This is an optimization exercise on Yosys and OpenROAD, whose aim is small area, a short achievable clock period and few clock cycles per item, not a production implementation.
Only simulation tests tie the RTL to the original design; equivalence was not proved.

Design b85_codec, start of the top module:
module b85_codec (
    input  wire        clk,
    input  wire        rst,         
    input  wire        in_valid,
    output wire        in_ready,
    input  wire        in_mode,     
    input  wire [39:0] in_data,
    output wire        out_valid,
    input  wire        out_ready,
    output wire [39:0] out_data,
    output wire [1:0]  out_err
);
    reg        ir_v, ir_mode;       
    reg [39:0] ir_data;
    reg        sk_v, sk_mode;       
    reg [39:0] sk_data;
    reg        rdy;                 
    reg        m_v, m_mode;         
    reg [51:0] m_p;                 
    reg        o_v;                 
    reg [39:0] o_data;
    reg [1:0]  o_err;
    assign in_ready  = rdy;
    assign out_valid = o_v;
    assign out_data  = o_data;
    assign out_err   = o_err;
    wire acc     = in_valid & rdy;
    wire o_adv   = !o_v | out_ready;       
    wire m_adv   = !m_v | o_adv;           
    wire ir_free = !ir_v | m_adv;          
    wire [9:0] c0;
wire c0_1, c0_2;
b85_fa c0_1_i (.a(ir_data[0]), .b(ir_data[8]), .c(ir_data[16]), .s(c0_1), .co(c0_2));
wire c0_3, c0_4;
b85_fa c0_3_i (.a(ir_data[1]), .b(ir_data[9]), .c(ir_data[17]), .s(c0_3), .co(c0_4));
wire c0_5, c0_6;
b85_fa c0_5_i (.a(ir_data[2]), .b(ir_data[10]), .c(ir_data[18]), .s(c0_5), .co(c0_6));
wire c0_7, c0_8;
b85_fa c0_7_i (.a(ir_data[3]), .b(ir_data[11]), .c(ir_data[19]), .s(c0_7), .co(c0_8));
wire c0_9, c0_10;
b85_fa c0_9_i (.a(ir_data[4]), .b(ir_data[12]), .c(ir_data[20]), .s(c0_9), .co(c0_10));
wire c0_11, c0_12;
b85_fa c0_11_i (.a(ir_data[5]), .b(ir_data[13]), .c(ir_data[21]), .s(c0_11), .co(c0_12));
wire c0_13, c0_14;
b85_fa c0_13_i (.a(ir_data[6]), .b(ir_data[14]), .c(ir_data[22]), .s(c0_13), .co(c0_14));
wire c0_15, c0_16;
b85_fa c0_15_i (.a(ir_data[7]), .b(ir_data[15]), .c(ir_data[23]), .s(c0_15), .co(c0_16));
wire c0_17, c0_18;
b85_fa c0_17_i (.a(ir_data[25]), .b(c0_2), .c(c0_3), .s(c0_17), .co(c0_18));
wire c0_19, c0_20;
b85_fa c0_19_i (.a(ir_data[26]), .b(c0_4), .c(c0_5), .s(c0_19), .co(c0_20));
wire c0_21, c0_22;
b85_fa c0_21_i (.a(ir_data[27]), .b(c0_6), .c(c0_7), .s(c0_21), .co(c0_22));
wire c0_23, c0_24;
b85_fa c0_23_i (.a(ir_data[28]), .b(c0_8), .c(c0_9), .s(c0_23), .co(c0_24));
wire c0_25, c0_26;
b85_fa c0_25_i (.a(ir_data[29]), .b(c0_10), .c(c0_11), .s(c0_25), .co(c0_26));
wire c0_27, c0_28;
  ...
Settings: LEC_CHECK=0, CAP_MARGIN=20, CORE_MARGIN=2, CORE_UTILIZATION=40, SLEW_MARGIN=20, SYNTH_HIERARCHICAL=1; clock period 30.0 ns.
run.sh (not shown) runs the stock make flow with config.mk's settings and CLKGATE_MAP_FILE= SYNTH_SCRIPT=/design/flow/synth_recipe.tcl, a recipe that flattens the netlist after the stock synthesis.
The starting point produced a clean layout.
Testbench counts at the start, summed over its fixed seeds: cycles 3,224, items 3,200.
==> next run, changes <==
--- a/flow/config.mk
+++ b/flow/config.mk
@@ -9,3 +9,3 @@
 export CORE_MARGIN = 2
-export CORE_UTILIZATION = 40
+export CORE_UTILIZATION = 65
 export SLEW_MARGIN = 20
After rerunning: Core utilization increases by 27 points. Die area decreases by 38%. Final area decreases by 1.4%. Worst setup slack gets better by 0.16 ns. Non-clock buffer count decreases by 2.

---

b85_codec, a different RTL version from the one above (not shown whole).
Size: about 1700 cells after synthesis, about 180 flip-flops, roughly 0.019 mm2 of cells after synthesis.
==> flow/config.mk <==
export PLATFORM = sky130hd
export DESIGN_NAME = b85_codec
export DESIGN_NICKNAME = b85_codec
export VERILOG_FILES = /design/flow/design.v
export SDC_FILE = /design/flow/constraint.sdc
export NUM_CORES = 4
export LEC_CHECK = 0
export CAP_MARGIN = 20
export CORE_MARGIN = 2
export CORE_UTILIZATION = 65
export SLEW_MARGIN = 20
export SYNTH_HIERARCHICAL = 1
==> flow/constraint.sdc <==
create_clock -name core_clock -period 30.0 [get_ports {clk}]
set_input_delay 6.0000 -clock core_clock [delete_from_list [all_inputs] [get_ports {clk}]]
set_output_delay 6.0000 -clock core_clock [all_outputs]
set_load 0.01 [all_outputs]
standard.sh (not shown) runs the stock make flow with config.mk's settings and CLKGATE_MAP_FILE= SYNTH_SCRIPT=/design/flow/synth_recipe.tcl, a recipe that flattens the netlist after the stock synthesis.
==> flow/flow/run.sh <==
#!/bin/bash
# Own layout flow: the standard layout (standard.sh) unchanged, except that the
# resizer's timing repair keeps a setup margin (so it also speeds up paths that already
# meet the 30 ns clock) and the ports get buf_2 buffers instead of the resizer's choice.
# The clock, the constraints and the synthesis are the standard ones.
set -euo pipefail
export SETUP_SLACK_MARGIN=22.85
export TNS_END_PERCENT=100
export BUFFER_PORTS_ARGS="-buffer_cell sky130_fd_sc_hd__buf_2"
bash standard.sh > standard.log 2>&1
Testbench counts at the start, summed over its fixed seeds: cycles 3,224, items 3,200.
Change:
--- a/flow/flow/run.sh
+++ b/flow/flow/run.sh
@@ -5,5 +5,5 @@
 # The clock, the constraints and the synthesis are the standard ones.
 set -euo pipefail
-export SETUP_SLACK_MARGIN=22.85
+export SETUP_SLACK_MARGIN=22.8
 export TNS_END_PERCENT=100
 export BUFFER_PORTS_ARGS="-buffer_cell sky130_fd_sc_hd__buf_2"
- CORE_UTILIZATION: 65 -> 70
=>
- non-clock buffer count decreases by 7
- area after synthesis is unchanged
- die area decreases by 7.0%
- first-iteration DRC count increases by 32%
- setup slack gets better by 0.026 ns
Change:
--- a/flow/flow/run.sh
+++ b/flow/flow/run.sh
@@ -5,5 +5,5 @@
 # The clock, the constraints and the synthesis are the standard ones.
 set -euo pipefail
-export SETUP_SLACK_MARGIN=22.8
+export SETUP_SLACK_MARGIN=23.0
 export TNS_END_PERCENT=100
 export BUFFER_PORTS_ARGS="-buffer_cell sky130_fd_sc_hd__buf_2"
- CORE_UTILIZATION: 70 -> 65
- CTS_BUF_LIST: not set -> sky130_fd_sc_hd__clkbuf_8
Cell area went up by 0.64%; worst setup slack loses 0.080 ns; via count went down by 0.73%; clock skew went down by 0.0046 ns; first-iteration DRC count went down by 23%; count of clock-buffer cells in the layout went up by 1.
Change:
--- a/flow/flow/run.sh
+++ b/flow/flow/run.sh
@@ -5,5 +5,5 @@
 # The clock, the constraints and the synthesis are the standard ones.
 set -euo pipefail
-export SETUP_SLACK_MARGIN=23.0
+export SETUP_SLACK_MARGIN=22.75
 export TNS_END_PERCENT=100
 export BUFFER_PORTS_ARGS="-buffer_cell sky130_fd_sc_hd__buf_2"
- CTS_BUF_LIST: sky130_fd_sc_hd__clkbuf_8 -> not set
Result: Global-route usage goes up by 0.13 points; flip-flop and latch count does not change.
Change:
--- a/flow/flow/run.sh
+++ b/flow/flow/run.sh
@@ -5,5 +5,5 @@
 # The clock, the constraints and the synthesis are the standard ones.
 set -euo pipefail
-export SETUP_SLACK_MARGIN=22.75
+export SETUP_SLACK_MARGIN=22.8
 export TNS_END_PERCENT=100
 export BUFFER_PORTS_ARGS="-buffer_cell sky130_fd_sc_hd__buf_2"
- CORE_UTILIZATION: 65 -> 75
Result:
- count of clock-buffer cells in the layout goes down by 2
- synthesized area does not change
- synthesized cell count does not change
- worst setup slack improves by 0.012 ns
- hold slack is about the same
- maximum frequency is about the same
- die area goes down by 13%
- design area goes down by 0.59%
- flip-flop and latch count stays the same
- non-clock buffer count goes down by 4
Change:
--- a/flow/flow/run.sh
+++ b/flow/flow/run.sh
@@ -5,5 +5,5 @@
 # The clock, the constraints and the synthesis are the standard ones.
 set -euo pipefail
-export SETUP_SLACK_MARGIN=22.8
+export SETUP_SLACK_MARGIN=23.0
 export TNS_END_PERCENT=100
 export BUFFER_PORTS_ARGS="-buffer_cell sky130_fd_sc_hd__buf_2"
Outcome: Setup slack is about the same. Die area does not change. Via count increases slightly. Worst hold slack stays flat. Non-clock buffer count is higher by 23. Final area rose slightly. Maximum frequency hardly moves. Synthesized area stays the same. Clock skew stays flat.

-- static timing again, ports no longer ideal --
The flow's constraints put no driver on any port. The routed layouts listed below were extracted and timed again, unchanged, in two steps.
Step 1 assumes that a clkbuf_16 drives the clock port and a buf_2 every other input.
Step 2 also shifts input and output timing later by t, the mid clock arrival at the registers, as if the neighbouring blocks saw the same clock.
Slacks: ideal / step 1 / step 2; pairs: ideal / step 1.
run | t (ns) | setup WS [ns] | worst register clock-pin slew, ns | worst slew at a driven data input, ns
the first run of note 1 | 0.534 | 22.360 / 22.388 / 21.855 | 0.08 / 0.08 | 0.04
the second run of note 1 | 0.494 | 22.518 / 22.542 / 22.047 | 0.07 / 0.07 | 0.04
the first run of note 2 | 0.504 | 23.012 / 22.958 / 22.757 | 0.07 / 0.07 | 0.03
the second run of note 2 | 0.493 | 23.038 / 22.990 / 22.771 | 0.10 / 0.10 | 0.03
the third run of note 2 | 0.548 | 22.959 / 22.909 / 22.778 | 0.11 / 0.11 | 0.03
the fourth run of note 2 | 0.504 | 23.013 / 22.959 / 22.764 | 0.07 / 0.07 | 0.03
the fifth run of note 2 | 0.484 | 23.025 / 22.972 / 22.758 | 0.08 / 0.08 | 0.03
the sixth run of note 2 | 0.486 | 23.023 / 22.971 / 22.761 | 0.08 / 0.08 | 0.03
After both steps setup and hold are still met in every run listed. For the first run of note 1, which loses most, drivers alone change the setup slack by +0.028 ns; drivers and shift together by -0.505 ns.
